From an optimization exercise on the open Yosys and OpenROAD flow, aimed at small area, a short achievable clock period and few clock cycles per item; shortcuts taken in it are not production practice. Function was checked by simulation only, so behaviour that the tests miss may differ from the original. The clock input has no modelled driver; a real chip could not lean on it and would need a root buffer or a full tree. Power figures rest on the tool's default switching activity, not on a simulated workload.

==> flow/design.v (outline; a module is shown in full before it is edited, if it fits) <==
// module esq1_core: 2305 lines
module esq1_core (
    input  wire        clk,
    input  wire        rst,
    input  wire        cmd_valid,
    output wire        cmd_ready,
    input  wire [31:0] cmd,
    output reg         done,
    output reg  [15:0] res,
    output reg  [2:0]  err,
    output reg  [7:0]  sub,
    output reg  [15:0] pos,
    output reg         sticky
);
  // ...
==> flow/flow/run.sh <==
#!/bin/bash
# The standard layout (the standard.sh: standard synthesis, floorplan,
# placement, CTS, routing), with these changes to how it is made:
# - ORFS's timing repair aims below the clock period: repair_timing treats
#   a path as failing until its slack reaches SETUP_SLACK_MARGIN ns, so the
#   sized netlist runs well under the 10 ns clock;
# - the port buffers are buf_4 (ORFS would pick a delay cell);
# - CTS clusters up to 25 sinks per leaf buffer (within 80 um) and adds no
#   dummy loads;
# - after CTS, post_cts.tcl moves the clock pin to the middle of the left
#   edge and rebuilds the top of the clock tree (retree.tcl): the clock
#   port drives four buffers next to it, one per region of the die, and
#   each drives the leaf buffers of its region. The tree stays balanced
#   and is one level shallower than the one CTS builds;
# - clock nets are routed on met4 and met5 (ORFS: met3 and up), which have
#   less capacitance per um, so the long nets of the shallow tree are faster;
# - after global routing, post_grt.tcl repairs antennas again with a margin,
#   so detailed routing needs no antenna repair-and-reroute passes.
# The SDC, the clock period and every other setting stay the standard flow's.
set -euo pipefail
here=$(pwd)
bash standard.sh SETUP_SLACK_MARGIN=7.0 \
  "BUFFER_PORTS_ARGS=-buffer_cell sky130_fd_sc_hd__buf_4" \
  "CTS_ARGS=-sink_clustering_enable -repair_clock_nets -sink_clustering_size 25 -sink_clustering_max_diameter 80 -dont_use_dummy_load" \
  MIN_CLK_ROUTING_LAYER=met4 \
  POST_CTS_TCL="$here/flow/post_cts.tcl" \
  POST_GLOBAL_ROUTE_TCL="$here/flow/post_grt.tcl" \
  finish > flow_standard.log 2>&1
==> flow/flow/post_cts.tcl <==
# POST_CTS hook: put the clock pin at the middle of the left edge, rebuild
# the top of the clock tree (see retree.tcl), legalize the new buffers and
# repair timing again on the new tree.
source [file join [file dirname [info script]] retree.tcl]
center_clk_pin
retree_clock 4
detailed_placement
estimate_parasitics -placement
repair_timing_helper
detailed_placement
check_placement -verbose
==> flow/flow/post_grt.tcl <==
# POST_GLOBAL_ROUTE hook: repair antennas once more with a 30% margin on the
# antenna ratios, so that the detailed routes, which differ from the global
# ones, rarely break the rule and need no repair-and-reroute pass after
# detailed routing; then write the route guides again.
repair_antennas -ratio_margin 30 -iterations 5
check_placement -verbose
check_antennas -report_file $::env(REPORTS_DIR)/grt_antennas_margin.log
write_guides $::env(RESULTS_DIR)/route.guide
==> flow/flow/retree.tcl <==
# Rebuild the top of the clock tree: the clock port drives NROOT buffers
# directly, each driving the leaf buffers of one region, in place of the
# root buffer and the middle level that CTS builds.
# Put the clock pin at the middle of the left die edge (the spot nearest to
# it that is at least 4 um from every other pin there), so the clock enters
# at the middle of a side rather than wherever pin placement left it.
proc center_clk_pin {} {
  set block [ord::get_db_block]
  set die [$block getDieArea]
  set ys {}
  foreach bt [$block getBTerms] {
    if {[$bt getName] eq "clk"} { continue }
    foreach bp [$bt getBPins] {
      set bb [$bp getBBox]
      if {[$bb xMin] <= [$die xMin] + 1000} { lappend ys [expr {([$bb yMin] + [$bb yMax]) / 2}] }
    }
  }
  set mid [expr {([$die yMin] + [$die yMax]) / 2}]
  for {set d 0} {$d < 200000} {incr d 2000} {
    foreach y [list [expr {$mid + $d}] [expr {$mid - $d}]] {
      set ok 1
      foreach oy $ys { if {abs($oy - $y) < 4000} { set ok 0; break } }
      if {$ok} {
        place_pin -pin_name clk -layer met3 -location [list [expr {[$die xMin] / 1000.0}] [expr {$y / 1000.0}]] -pin_size {0.3 0.3} -force_to_die_boundary
        puts "retree: clock pin at y [expr {$y / 1000.0}]"
        return
      }
    }
  }
}

# A spot for root k near the clock pin, a little inside the core.
proc root_spot { block k } {
  set bb [[lindex [[$block findBTerm clk] getBPins] 0] getBBox]
  set px [expr {([$bb xMin] + [$bb xMax]) / 2}]
  set py [expr {([$bb yMin] + [$bb yMax]) / 2}]
  set core [$block getCoreArea]
  set x0 [$core xMin]; set x1 [$core xMax]; set y0 [$core yMin]; set y1 [$core yMax]
  set in 12000
  set step [expr {($k - 1.5) * 8000}]
  if {$px <= $x0} { return [list [expr {$x0 + $in}] [expr {int(min(max($py + $step, $y0), $y1 - 10000))}]] }
  if {$px >= $x1} { return [list [expr {$x1 - $in - 10000}] [expr {int(min(max($py + $step, $y0), $y1 - 10000))}]] }
  if {$py <= $y0} { return [list [expr {int(min(max($px + $step, $x0), $x1 - 10000))}] [expr {$y0 + $in}]] }
  return [list [expr {int(min(max($px + $step, $x0), $x1 - 10000))}] [expr {$y1 - $in - 3000}]]
}

proc retree_clock { {nroot 4} {master_name sky130_fd_sc_hd__clkbuf_16} } {
  set block [ord::get_db_block]
  set db [ord::get_db]
  set master [$db findMaster $master_name]
  set port_net [[$block findBTerm clk] getNet]
  # walk the buffer tree from the port
  set level [list $port_net]
  set bufs {}
  set leaves {}
  while {[llength $level]} {
    set next {}
    foreach net $level {
      foreach it [$net getITerms] {
        if {![$it isInputSignal] && [$it getIoType] ne "INPUT"} { continue }
        set inst [$it getInst]
        set m [[$inst getMaster] getName]
        if {[string match "*clkbuf*" $m] || [string match "*clkinv*" $m]} {
          # output net of the buffer
          set onet ""
          foreach oit [$inst getITerms] { if {[$oit getIoType] eq "OUTPUT"} { set onet [$oit getNet] } }
          set drives_buf 0
          foreach it2 [$onet getITerms] {
            if {[$it2 getIoType] eq "INPUT"} {
              set m2 [[[$it2 getInst] getMaster] getName]
              if {[string match "*clkbuf*" $m2] || [string match "*clkinv*" $m2]} { set drives_buf 1 }
            }
          }
          if {$drives_buf} { lappend bufs $inst; lappend next $onet } else { lappend leaves $inst }
        }
      }
    }
    set level $next
  }
  puts "retree: [llength $bufs] upper buffers, [llength $leaves] leaf buffers"
  # leaf positions
  set pts {}
  foreach l $leaves { set bb [$l getBBox]; lappend pts [list $l [expr {([$bb xMin]+[$bb xMax])/2}] [expr {([$bb yMin]+[$bb yMax])/2}]] }
  # k-means into nroot clusters, seeded by splitting on x then y medians
  set n [llength $pts]
  set sx [lsort -integer -index 1 $pts]
  set cents {}
  set half [expr {$n/2}]
  foreach part [list [lrange $sx 0 [expr {$half-1}]] [lrange $sx $half end]] {
    set sy [lsort -integer -index 2 $part]
    set h2 [expr {[llength $sy]/2}]
    foreach q [list [lrange $sy 0 [expr {$h2-1}]] [lrange $sy $h2 end]] {
      set cx 0; set cy 0
      foreach p $q { set cx [expr {$cx+[lindex $p 1]}]; set cy [expr {$cy+[lindex $p 2]}] }
      lappend cents [list [expr {$cx/[llength $q]}] [expr {$cy/[llength $q]}]]
    }
  }
  set cents [lrange $cents 0 [expr {$nroot-1}]]
  for {set iter 0} {$iter < 20} {incr iter} {
    set groups {}
    for {set k 0} {$k < $nroot} {incr k} { lappend groups {} }
    foreach p $pts {
      set best 0; set bd 1e30
      for {set k 0} {$k < $nroot} {incr k} {
        set c [lindex $cents $k]
        set d [expr {abs([lindex $p 1]-[lindex $c 0]) + abs([lindex $p 2]-[lindex $c 1])}]
        if {$d < $bd} { set bd $d; set best $k }
      }
      lset groups $best [concat [lindex $groups $best] [list $p]]
    }
    set cents {}
    foreach g $groups {
      set cx 0; set cy 0
      foreach p $g { set cx [expr {$cx+[lindex $p 1]}]; set cy [expr {$cy+[lindex $p 2]}] }
      set c [expr {max(1,[llength $g])}]
      lappend cents [list [expr {$cx/$c}] [expr {$cy/$c}]]
    }
  }
  # remove the upper buffers and their nets
  foreach b $bufs {
    foreach it [$b getITerms] {
      set net [$it getNet]
      if {$net ne "NULL" && [$it getIoType] eq "OUTPUT"} { $it disconnect; odb::dbNet_destroy $net } elseif {$net ne "NULL"} { $it disconnect }
    }
    odb::dbInst_destroy $b
  }
  # new roots
  for {set k 0} {$k < $nroot} {incr k} {
    set inst [odb::dbInst_create $block $master "clkroot_$k"]
    set net [odb::dbNet_create $block "clknet_root_$k"]
    $net setSigType CLOCK
    # roots sit next to the clock pin so that the port's own net stays short
    set c [root_spot $block $k]
    $inst setLocation [lindex $c 0] [lindex $c 1]
    $inst setPlacementStatus PLACED
    foreach it [$inst getITerms] {
      set mt [[$it getMTerm] getName]
      if {$mt eq "A"} { $it connect $port_net }
      if {$mt eq "X"} { $it connect $net }
    }
    foreach p [lindex $groups $k] {
      set l [lindex $p 0]
      foreach it [$l getITerms] { if {[[$it getMTerm] getName] eq "A"} { $it connect $net } }
    }
    puts "retree: root $k at $c drives [llength [lindex $groups $k]] leaves"
  }
}
==> flow/standard.sh <==
#!/bin/bash
# synth_recipe.tcl (not shown) runs the flow's synth.tcl, then flattens the netlist and writes it again
# the make line also repeats each setting of config.mk as NAME=value (left out here)
make -C /OpenROAD-flow-scripts/flow DESIGN_CONFIG=/design/flow/config.mk WORK_HOME=/design/flow/orfs CLKGATE_MAP_FILE= SYNTH_SCRIPT=/design/flow/synth_recipe.tcl "${@:-finish}"
==> flow/config.mk <==
export PLATFORM = sky130hd
export DESIGN_NAME = esq1_core
export DESIGN_NICKNAME = esq1_core
export VERILOG_FILES = /design/flow/design.v
export SDC_FILE = /design/flow/constraint.sdc
export NUM_CORES = 8
export LEC_CHECK = 0
export ABC_AREA = 1
export CAP_MARGIN = 30
export CORE_MARGIN = 2
export CORE_UTILIZATION = 58
export PLACE_DENSITY = 0.68
export SLEW_MARGIN = 20
==> flow/constraint.sdc <==
create_clock -name core_clock -period 10.0 [get_ports {clk}]
set_input_delay 2.0000 -clock core_clock [delete_from_list [all_inputs] [get_ports {clk}]]
set_output_delay 2.0000 -clock core_clock [all_outputs]
set_load 0.01 [all_outputs]
==> results.txt, run 1 <==
post-place setup slack 6.10 ns; Comb pwr share 4.6%; part of the power in the clock network about a third; Req. time, crit path approximately 8.0 ns; final core utilization 62.4%; Power Clock about 4.3 mW; detailed-route via count 83726; Critical Path Fanout Max 5; Worst Hold End srst3$_DFF_P_; status finished clean; xor/xnor cell area share of the yosys netlist 0%; Least-Margin Pin Slew 1.09 ns; inverters 1553; crit share post-route between 30% and 40%; met3 WL ~53 mm; Seq group 7.98 mW; Syn Inst Count 10080; Final Hold Violating Endpoints 0; Synth Area in Compound Gates between 20% and 30%; count leader, synth nand2_1; Setup Crit Path Kind register to output pin; Setup crit end res[15]; Total Neg Setup Slack 0 ns; slowest stage delay, CP about 0.45 ns; tap cells 1876; top flop regs name (48), c1 (32); EDFF count, synth 0; largest family of logic cells by synthesized area compound AO/OA/AOI/OAI gates; commonest non-fill, non-tap cells in the layout 2671 x nand2_1, 1899 x dfxtp_1, 1540 x o221ai_1
Testbench counts, summed over its fixed seeds: cycles 13,568, cmds 13,544.
==> inputs of run 2 (changes only) <==
--- a/flow/config.mk
+++ b/flow/config.mk
@@ -10,4 +10,4 @@
 export CORE_MARGIN = 2
-export CORE_UTILIZATION = 58
-export PLACE_DENSITY = 0.68
+export CORE_UTILIZATION = 70
+export PLACE_DENSITY = 0.8
 export SLEW_MARGIN = 20
==> run 2 against run 1 <==
Critical path depth up 7. Cell count fell by 3.0%. Clock skew grew 0.034 ns. Fmax up 2.2%. Routed wire length down 1.2%. Register-to-register slack worse by 0.06 ns. Setup slack better by 0.071 ns. Synthesized cell count unchanged. Core utilization up 12 points. Critical endpoint is now rdp3_0[0]$_DFF_P_. Largest cell class unchanged.
==> results.txt, run 2 <==
Die Span Y 346 um (was 380 um); WP data arrival 3.54 ns (was 1.24 ns); CP bufs+invs 3 (was 1); Total Neg Setup Slack 0 ns (unchanged); vias per inst 7.59 (was 7.09); crit-path cells buf_12, buf_4, nand2_1, inv_1, a221oi_1, o21ai_0, a2111oi_0, nand4_1 (was buf_4); synth top area cells dfxtp_1 48%, o221ai_1 16%, nand2_1 12% (unchanged); Final min period 3.17 ns (was 3.24 ns); clock slew at reported path FFs 0.10 ns (about the same); first-pass GRT wire length 508 mm (about the same); clock skew 0.129 ns (was 0.0951 ns); Peak VDD IR 0.399 mV (was 0.393 mV); detailed-route via count 86918 (was 83726); HP Class register to register (unchanged); commonest non-fill, non-tap cells in the layout 2669 x nand2_1, 1899 x dfxtp_1, 1540 x o221ai_1 (was 2671 x nand2_1, 1899 x dfxtp_1, 1540 x o221ai_1); Leak 31.2 nW (was 31.3 nW); crit start category register (unchanged); layout cell share with drive strength beyond 1 5.23% (was 5.16%); Syn Nets 10115 (unchanged); f_max 315 MHz (was 308 MHz); largest net degree at the start of global routing 105 (was 107); count leader, synth nand2_1 (unchanged); Least-Margin Pin Slew 1.14 ns (was 1.09 ns); nets@finish 9942 (was 9937); max reg flops 48 (unchanged); core area 116000 um^2 (was 140000 um^2); Syn-to-layout area delta 5.84% (was 6.63%); post-route ant nets 0 (unchanged); IO Pins 81 (unchanged); Final HPWL DP 237 mm (was 243 mm); Max Slew Vio Count 0 (unchanged); total wire length 347 mm (was 351 mm); YS warnings 1 (unchanged); total gr overflow 0 (unchanged); Worst R2R Setup Slack 6.83 ns (was 6.89 ns); chip width 346 um (was 380 um); gpl congestion 1.11 (was 1.06); gr usage total 54.9% (was 45.9%); ys async rst share 0% (unchanged); DRC 0 (unchanged); Setup Crit Path Kind register to register (was register to output pin); status finished clean (unchanged); top flop regs name (48), c1 (32) (unchanged); Iter 0 DRT Violations 18371 (was 15234); commonest non-fill, non-tap cell in the layout nand2_1 (unchanged); IO buf count 79 (unchanged); crit-path leading delay family compound AO/OA/AOI/OAI gates (was flip-flops); Req. time, crit path 10.37 ns (was 8.00 ns); Critical Path Fanout Max 13 (was 5); Synth area leader dfxtp_1 (unchanged); clock latency on the worst-skew pair 0.66 ns (was 0.65 ns); Die ar. 120000 um^2 (was 144000 um^2); slowest cell on the critical path a2111oi_0 (was dfxtp_4); Pwr per Cell Area 146 nW/um^2 (was 147 nW/um^2); Netlist cell types 59 (unchanged); wire per inst 30.3 um (was 29.7 um); Seq/Total Area, Yosys 48.4% (unchanged); # setup viols final 0 (unchanged); num rows 125 (was 137); Commonest cells post-synth 2689 x nand2_1, 1979 x dfxtp_1, 1540 x o221ai_1, 1514 x inv_1, 421 x clkbuf_1 (unchanged); Max-slew headroom 23.8% (was 25.3%); crit share post-route 31.7% (was 32.4%); Power, Total 12.6 mW (was 12.8 mW); Crit. End Element register (was output pin); initial antenna violation count 26 (was 28); FF+latch count, synth 1979 (unchanged); Final Hold Violating Endpoints 0 (unchanged); Avg Inst Size Synth 8.11 um^2 (unchanged); vias in the first global route 81822 (was 76038); total clock sinks 1979 (unchanged); Syn Inst Count 10080 (unchanged); EDFF count, synth 0 (unchanged); Mapped Area 81800 um^2 (unchanged); DRT Pass-1 Iters 22 (was 7); post-synth top area share 48.4% (unchanged); Top reg by flops name (unchanged); slowest stage delay, CP 0.87 ns (was 0.45 ns); initial core utilization 70.5% (was 58.5%); max-cap violations 0 (unchanged); ys flop type dfxtp_1 (unchanged)
-- run 2: area by class of cell, without the clock buffers --
cell class	instances	area [um^2]
flip-flops and latches	1979	39800
multi-input cells	6066	34600
fillers	8595	29500
inverters	1553	5890
repair buffers	219	2090
well taps	1524	1910
plain buffers	4	100
diodes	25	62.6
-- run 2: power by group --
| part | switching [mW] | internal, mW | leakage [nW] |
|---|---|---|---|
| clock network | 2.50 | 1.55 | 1.08 |
| registers | 0.0593 | 7.92 | 16.0 |
| logic | 0.493 | 0.102 | 14.1 |
| total | 3.05 | 9.58 | 31.2 |
-- run 2: path summary, 6_finish.rpt --
path / from / endpoint / cells after the start
hold reg to reg: pos3[14]$_DFF_P_ / pos[14]$_DFF_P_ / 0
setup reg to reg: lcol[3]$_SDFF_PP0_ / rdp3_0[0]$_DFF_P_ / 8
hold / removal: pos3[14]$_DFF_P_ / pos[14]$_DFF_P_ / 0
setup / recovery: lcol[3]$_SDFF_PP0_ / rdp3_0[0]$_DFF_P_ / 8
-- run 2: logic make-up after synthesis --
group,count (synthesis),synth area share (%)
DFF,1979,48.4
other,1,0.00459
and+or+nand+nor,3415,16.7
AOI/OAI and AO/OA,2650,25.5
buffers and inverters,2035,9.41
-- run 2: per-layer routing --
layer	up-vias	share of wire [%]	GRT usage (%)
met5	-	0.27	10.9
met3	2776	17	18.3
li1	35388	-	-
met2	9025	40	78.8
met4	54	11	43.0
met1	39675	32	66.7
-- run 2: per-stage QoR --
stage,area (um^2),worst slack [ns],hold WS (ns),cells,utilization (%)
6_report,86600,6.83,0.298,11454,74.6
2_1_floorplan,81800,6.92,0.310,10080,-
3_3_place_gp,83200,6.34,0.311,11287,71.7
3_5_place_dp,83300,6.40,0.312,11291,71.7
==> inputs of run 3 (changes only) <==
--- a/flow/flow/run.sh
+++ b/flow/flow/run.sh
@@ -7,2 +7,4 @@
 # - the port buffers are buf_4 (ORFS would pick a delay cell);
+# - after global placement, post_gpl.tcl moves each register that drives an
+#   output port's buffer next to that buffer;
 # - CTS clusters up to 25 sinks per leaf buffer (within 80 um) and adds no
@@ -25,2 +27,3 @@
   MIN_CLK_ROUTING_LAYER=met4 \
+  POST_GLOBAL_PLACE_TCL="$here/flow/post_gpl.tcl" \
   POST_CTS_TCL="$here/flow/post_cts.tcl" \
==> flow/flow/post_gpl.tcl (new file) <==
# POST_GLOBAL_PLACE hook: move each register that drives an output port's
# buffer next to that buffer (which sits at its port), so that the
# register's output drives a short wire; detailed placement legalizes it.
# The paths into these registers have time to spare; the paths out of them
# to the ports are the slowest in the design.
proc place_output_regs {} {
  set block [ord::get_db_block]
  array set sumx {}; array set sumy {}; array set cnt {}; array set obj {}
  foreach bt [$block getBTerms] {
    if {[$bt getIoType] ne "OUTPUT"} { continue }
    set net [$bt getNet]
    if {$net eq "NULL"} { continue }
    foreach it [$net getITerms] {
      if {[$it getIoType] ne "OUTPUT"} { continue }
      set buf [$it getInst]
      foreach bit [$buf getITerms] {
        if {[$bit getIoType] ne "INPUT" || ![$bit isInputSignal]} { continue }
        set inet [$bit getNet]
        if {$inet eq "NULL"} { continue }
        foreach dit [$inet getITerms] {
          if {[$dit getIoType] ne "OUTPUT"} { continue }
          set reg [$dit getInst]
          if {![string match "*__df*" [[$reg getMaster] getName]]} { continue }
          set bb [$buf getBBox]
          set k [$reg getName]
          set obj($k) $reg
          if {![info exists cnt($k)]} { set cnt($k) 0; set sumx($k) 0; set sumy($k) 0 }
          incr cnt($k)
          set sumx($k) [expr {$sumx($k) + [$bb xMin]}]
          set sumy($k) [expr {$sumy($k) + [$bb yMin]}]
        }
      }
    }
  }
  set core [$block getCoreArea]
  set cx [expr {([$core xMin] + [$core xMax]) / 2}]
  set cy [expr {([$core yMin] + [$core yMax]) / 2}]
  set n 0
  foreach k [array names cnt] {
    set x [expr {$sumx($k) / $cnt($k)}]
    set y [expr {$sumy($k) / $cnt($k)}]
    set x [expr {$x + ($cx > $x ? 4000 : -4000)}]
    set y [expr {$y + ($cy > $y ? 4000 : -4000)}]
    $obj($k) setLocation $x $y
    incr n
  }
  puts "place_output_regs: moved $n registers"
}
place_output_regs
--- a/flow/config.mk
+++ b/flow/config.mk
@@ -10,4 +10,4 @@
 export CORE_MARGIN = 2
-export CORE_UTILIZATION = 70
-export PLACE_DENSITY = 0.8
+export CORE_UTILIZATION = 64
+export PLACE_DENSITY = 0.74
 export SLEW_MARGIN = 20
==> run 3 against run 2 <==
Still clean on timing, DRC and antenna. Register-to-register slack improved by 0.04 ns. Die area increased by 9.3%. Cell area increased by 0.41%. Sequential power about the same. Power increased by 0.79%. Area after synthesis unchanged. Synthesized cell count unchanged. Critical endpoint is now rdp3_7[7]$_DFF_P_. Largest power group unchanged. Highest routed layer unchanged.
==> results.txt, run 3 <==
total wire length 353 mm (was 347 mm); FF+latch count, synth 1979 (unchanged); max-cap violations 0 (unchanged); Final min period 3.13 ns (was 3.17 ns); Mapped Area 81800 um^2 (unchanged); commonest non-fill, non-tap cell in the layout nand2_1 (unchanged); met1 usage 65.6% (was 66.7%); clock slew at reported path FFs 0.10 ns (about the same); EDFF count, synth 0 (unchanged); DRC 0 (unchanged); Least-Margin Pin Slew 1.16 ns (was 1.14 ns); max reg flops 48 (unchanged); crit share post-route 31.3% (was 31.7%); ys async rst share 0% (unchanged); synth top area cells dfxtp_1 48%, o221ai_1 16%, nand2_1 12% (unchanged); num rows 131 (was 125); met2 usage 74.0% (was 78.8%); total gr overflow 0 (unchanged); wire per inst 30.4 um (was 30.3 um); post-route worst setup slack 6.87 ns (was 6.83 ns); post-place setup slack 6.37 ns (was 6.40 ns); Final HPWL DP 244 mm (was 237 mm); detailed-route via count 85724 (was 86918); post-route ant nets 0 (unchanged); Leak 31.3 nW (was 31.2 nW); Max Slew Vio Count 0 (unchanged); Pwr per Cell Area 146 nW/um^2 (about the same); clock skew 0.110 ns (was 0.129 ns); Critical Path Fanout Max 14 (was 13); Die Span Y 361 um (was 346 um); Syn Nets 10115 (unchanged); Top reg by flops name (unchanged); Peak VDD IR 0.729 mV (was 0.399 mV); layout cell share with drive strength beyond 1 5.30% (was 5.23%); IO buf count 79 (unchanged); DRT Pass-1 Iters 10 (was 22); count leader, synth nand2_1 (unchanged); largest net degree at the start of global routing 103 (was 105); Final Hold Violating Endpoints 0 (unchanged); Synth area leader dfxtp_1 (unchanged); clock latency on the worst-skew pair 0.64 ns (was 0.66 ns); Die ar. 131000 um^2 (was 120000 um^2); nets@finish 9959 (was 9942); crit start category register (unchanged); gr usage total 51.3% (was 54.9%); first-pass GRT wire length 512 mm (was 508 mm); Setup Crit Path Kind register to register (unchanged); slowest cell on the critical path a2111oi_0 (unchanged); Iter 0 DRT Violations 17548 (was 18371); Crit. End Element register (unchanged); busiest grt layer met2 (unchanged); status finished clean (unchanged); top flop regs name (48), c1 (32) (unchanged); f_max 320 MHz (was 315 MHz); filler instances 10362 (was 8595); Syn-to-layout area delta 6.27% (was 5.84%); Syn Inst Count 10080 (unchanged); Req. time, crit path 10.36 ns (was 10.37 ns); Netlist cell types 59 (unchanged); vias per inst 7.37 (was 7.59); vias in the first global route 79100 (was 81822); Seq/Total Area, Yosys 48.4% (unchanged); core area 127000 um^2 (was 116000 um^2); Max-slew headroom 22.6% (was 23.8%); initial core utilization 64.3% (was 70.5%); total clock sinks 1979 (unchanged); ys flop type dfxtp_1 (unchanged); Total Neg Setup Slack 0 ns (unchanged); post-synth top area share 48.4% (unchanged); WP data arrival 3.49 ns (was 3.54 ns); commonest non-fill, non-tap cells in the layout 2670 x nand2_1, 1901 x dfxtp_1, 1540 x o221ai_1 (was 2669 x nand2_1, 1899 x dfxtp_1, 1540 x o221ai_1); chip width 361 um (was 346 um); IO Pins 81 (unchanged); met3 Usage GRT 14.9% (was 18.3%); Avg Inst Size Synth 8.11 um^2 (unchanged); YS warnings 1 (unchanged); crit-path cells nand2_1, o22ai_1, a221oi_1, inv_1, a2111oi_0, nand4_1 (was buf_12, buf_4, nand2_1, inv_1, a221oi_1, o21ai_0, a2111oi_0, nand4_1); initial antenna violation count 29 (was 26); Worst R2R Setup Slack 6.87 ns (was 6.83 ns); slowest stage delay, CP 0.75 ns (was 0.87 ns); # setup viols final 0 (unchanged); HP Class register to register (unchanged); Commonest cells post-synth 2689 x nand2_1, 1979 x dfxtp_1, 1540 x o221ai_1, 1514 x inv_1, 421 x clkbuf_1 (unchanged)
==> run 3: logic make-up (layout without fill, tap and decap cells) <==
| group | after synthesis | after routing | share of synthesized area [%] |
|---|---|---|---|
| AND/OR/NAND/NOR | 3415 | 3415 | 16.7 |
| buffers and inverters | 2035 | 1877 | 9.41 |
| other | 1 | 42 | 0.00459 |
| AO/OA/AOI/OAI | 2650 | 2650 | 25.5 |
| flip-flops | 1979 | 1979 | 48.4 |
==> run 3: worst paths after layout <==
kind | from | endpoint | cells past startpoint
worst min-delay path | pos3[3]$_DFF_P_ | pos[3]$_DFF_P_ | 0
worst min register to register | pos3[3]$_DFF_P_ | pos[3]$_DFF_P_ | 0
worst max-delay path | fcol[0]$_SDFF_PP0_ | rdp3_7[7]$_DFF_P_ | 6
worst max register to register | fcol[0]$_SDFF_PP0_ | rdp3_7[7]$_DFF_P_ | 6
==> run 3: final cells by class, without the clock buffers <==
type / instances / area (um^2) / share of cell area, %
multi-input combinational: 6066 / 34700 / 39.9
buffer: 4 / 100 / 0.115
antenna: 41 / 103 / 0.118
tap: 1662 / 2080 / 2.39
inverter: 1553 / 5880 / 6.77
timing repair buffer: 232 / 2120 / 2.44
sequential: 1979 / 39800 / 45.8
==> run 3: through the flow <==
step	hold WS (ns)	instance area (um^2)	utilization [%]	cells	power (mW)
detailed placement	0.312	83500	65.6	11439	8.68
floorplan	0.310	81800	-	10080	8.42
global placement	0.310	83400	65.6	11431	8.67
finish	0.319	86900	68.3	11625	12.7
==> run 3: critical path: cells and delay by family, from the launching register on <==
kind	cells	cell delay [ns]
buf+inv	1	0.11
compound gates	3	1.14
flops	1	0.68
simple gates	2	0.93
==> run 3: routing by layer <==
layer	wire, um	vias up	share of wire [%]
li1	-	35470	-
met1	122000	39786	35
met2	142000	8373	40
met3	56200	2034	16
met4	31500	61	8.9
met5	1260	-	0.36
==> run 3: power breakdown <==
part / total (mW) / internal (mW) / leakage [nW] / switching [mW]
Sequential: 7.98 / 7.92 / 16.0 / 0.0588
Clock: 4.16 / 1.62 / 1.13 / 2.55
Combinational: 0.585 / 0.0977 / 14.1 / 0.488
==> inputs of run 4 (changes only) <==
--- a/flow/flow/run.sh
+++ b/flow/flow/run.sh
@@ -23,3 +23,3 @@
 here=$(pwd)
-bash standard.sh SETUP_SLACK_MARGIN=7.0 \
+bash standard.sh SETUP_SLACK_MARGIN=7.1 \
   "BUFFER_PORTS_ARGS=-buffer_cell sky130_fd_sc_hd__buf_4" \
==> run 4 against run 3 <==
Cell count barely moved. Sequential share of layout area shrank 0.059 points. Still clean. First-iteration DRC count fell by 4.5%. Power decreased by 0.38%.
==> results.txt, run 4 <==
clock latency on the worst-skew pair 0.65 ns (was 0.64 ns); Final Hold Violating Endpoints 0 (unchanged); crit-path cells buf_6 (was nand2_1, o22ai_1, a221oi_1, inv_1, a2111oi_0, nand4_1); WP data arrival 1.18 ns (was 3.49 ns); nets@finish 9953 (was 9959); count leader, synth nand2_1 (unchanged); DRT Pass-1 Iters 13 (was 10); Final HPWL DP 240 mm (was 244 mm); ys flop type dfxtp_1 (unchanged); post-route ant nets 0 (unchanged); Total Neg Setup Slack 0 ns (unchanged); r2r startpoint fcol[8]$_SDFF_PN0_ (was fcol[0]$_SDFF_PP0_); synth top area cells dfxtp_1 48%, o221ai_1 16%, nand2_1 12% (unchanged); IO Pins 81 (unchanged); max reg flops 48 (unchanged); Least-Margin Pin Slew 1.23 ns (was 1.16 ns); Setup Crit Path Kind register to output pin (was register to register); chip width 361 um (unchanged); top flop regs name (48), c1 (32) (unchanged); commonest non-fill, non-tap cell in the layout nand2_1 (unchanged); Synth area leader dfxtp_1 (unchanged); Pwr per Cell Area 146 nW/um^2 (about the same); max-cap violations 0 (unchanged); HP Class register to register (unchanged); Power, Total 12.7 mW (about the same); gr usage total 50.7% (was 51.3%); FF+latch count, synth 1979 (unchanged); Req. time, crit path 8.00 ns (was 10.36 ns); initial antenna violation count 29 (unchanged); Syn Inst Count 10080 (unchanged); Syn Nets 10115 (unchanged); Seq/Total Area, Yosys 48.4% (unchanged); total clock sinks 1979 (unchanged); slowest cell on the critical path dfxtp_4 (was a2111oi_0); f_max 314 MHz (was 320 MHz); crit share post-route 31.8% (was 31.3%); Hold Path Depth 0 (unchanged); clock skew 0.113 ns (was 0.110 ns); commonest non-fill, non-tap cells in the layout 2662 x nand2_1, 1901 x dfxtp_1, 1540 x o221ai_1 (was 2670 x nand2_1, 1901 x dfxtp_1, 1540 x o221ai_1); DRC 0 (unchanged); clock slew at reported path FFs 0.10 ns (about the same); crit-path leading delay family flip-flops (was compound AO/OA/AOI/OAI gates); total wire length 349 mm (was 353 mm); Max Slew Vio Count 0 (unchanged); largest net degree at the start of global routing 126 (was 103); Die Span Y 361 um (unchanged); Netlist cell types 59 (unchanged); Avg Inst Size Synth 8.11 um^2 (unchanged); Max-slew headroom 17.3% (was 22.6%); Final min period 3.18 ns (was 3.13 ns); crit start category register (unchanged); post-synth top area share 48.4% (unchanged); EDFF count, synth 0 (unchanged); # setup viols final 0 (unchanged); ys async rst share 0% (unchanged); total gr overflow 0 (unchanged); Iter 0 DRT Violations 16751 (was 17548); detailed-route via count 84992 (was 85724); IO buf count 79 (unchanged); initial core utilization 64.3% (unchanged); vias in the first global route 78145 (was 79100); hold wc startpoint err_x[1]$_DFF_P_ (was pos3[3]$_DFF_P_); Leak 31.3 nW (about the same); first-pass GRT wire length 508 mm (was 512 mm); Top reg by flops name (unchanged); status finished clean (unchanged); CP bufs+invs 1 (unchanged); Crit. End Element output pin (was register); FF-to-FF path depth 7 (was 6); vias per inst 7.31 (was 7.37); layout cell share with drive strength beyond 1 5.42% (was 5.30%); Worst R2R Setup Slack 7.04 ns (was 6.87 ns); Syn-to-layout area delta 6.40% (was 6.27%); Critical Path Fanout Max 5 (was 14); wire per inst 30.0 um (was 30.4 um); YS warnings 1 (unchanged); Worst Hold End err3[1]$_DFF_P_ (was pos[3]$_DFF_P_); Peak VDD IR 0.403 mV (was 0.729 mV); slowest stage delay, CP 0.41 ns (was 0.75 ns); Commonest cells post-synth 2689 x nand2_1, 1979 x dfxtp_1, 1540 x o221ai_1, 1514 x inv_1, 421 x clkbuf_1 (unchanged); num rows 131 (unchanged); Mapped Area 81800 um^2 (unchanged); core area 127000 um^2 (unchanged); end of the worst register-to-register path rdp3_2[3]$_DFF_P_ (was rdp3_7[7]$_DFF_P_); Die ar. 131000 um^2 (unchanged)
[run 4: cell counts after synthesis]
No cell type changed its count.
[run 4: how the worst max path moves through the flow]
stage	startpoint	end	slack, ns	cells past startpoint
6_report	res[14]$_SDFFE_PP0P_	res[14]	6.82	1
3_5_place_dp	lb_rst_x$_DFF_P_	up_en[5]$_DFF_P_	6.35	12
3_3_place_gp	lb_rst_x$_DFF_P_	up_en[11]$_DFF_P_	6.39	12
2_1_floorplan	cmd[9]	p_fok$_DFF_P_	6.92	10
[run 4: cell type report, without the clock buffers]
type / count / area, um^2
sequential: 1979 / 39800
inverter: 1553 / 5890
tap: 1662 / 2080
fill: 10447 / 40200
multi-input combinational: 6067 / 34700
timing repair buffer: 227 / 2180
buffer: 4 / 100
antenna: 44 / 110
[run 4: where the power goes]
| group | internal (mW) | switching, mW | leakage, nW | total, mW |
|---|---|---|---|---|
| Sequential | 7.92 | 0.0551 | 16.0 | 7.98 |
| Combinational | 0.103 | 0.487 | 14.2 | 0.590 |
| Clock | 1.58 | 2.53 | 1.11 | 4.11 |
[run 4: through the flow]
stage / instances / hold WS, ns / utilization, % / setup slack [ns] / instance area [um^2]
2_1_floorplan: 10080 / 0.310 / - / 6.92 / 81800
3_5_place_dp: 11437 / 0.313 / 65.6 / 6.35 / 83500
6_report: 11622 / 0.300 / 68.4 / 6.82 / 87000
3_3_place_gp: 11430 / 0.310 / 65.6 / 6.39 / 83400
[run 4: metal layers]
| metal | wire length [um] | track usage (%) |
|---|---|---|
| met5 | 404 | 7.95 |
| met4 | 31000 | 35.3 |
| met3 | 56400 | 14.9 |
| met2 | 141000 | 73.0 |
| met1 | 120000 | 64.6 |
[run 4: kinds of logic (layout without fill, tap and decap cells)]
logic type | after synthesis | in the layout | synth area share (%)
AND/OR/NAND/NOR | 3415 | 3416 | 16.7
other | 1 | 45 | 0.00459
AO/OA/AOI/OAI | 2650 | 2650 | 25.5
flip-flops | 1979 | 1979 | 48.4
buffers and inverters | 2035 | 1870 | 9.41

## static timing again, ports no longer ideal
Ports are ideal in the flow. The routed layouts listed here were re-timed in OpenROAD. Step 1: set_driving_cell puts a clkbuf_16 on clk and a buf_2 on each other input, an assumption about the parent block. Step 2 moves the port delays by t, midway between the first and last clock arrival at a register: inputs arrive t later, outputs are due t later. That takes back most of the time a late clock gives input paths. Three values: ideal, step 1, step 2; two values: the first two.
run	shift t [ns]	setup WS [ns]	hold WS [ns]	worst setup path after step 2	slew at the worst register clock pin (ns)
run 1	0.666	6.758 / 6.698 / 6.488	0.311 / 0.311 / 0.311	input to register	0.11 / 0.11
run 2	0.658	6.829 / 6.784 / 6.388	0.298 / 0.298 / 0.298	input to register	0.11 / 0.11
run 3	0.651	6.874 / 6.821 / 6.484	0.319 / 0.319 / 0.319	input to register	0.11 / 0.11
run 4	0.656	6.819 / 6.757 / 6.568	0.300 / 0.300 / 0.300	input to register	0.11 / 0.11
After both steps setup and hold are still met in every run listed. The setup slack of run 2, which loses most, moves by -0.045 ns with the drivers and by -0.441 ns with both steps.
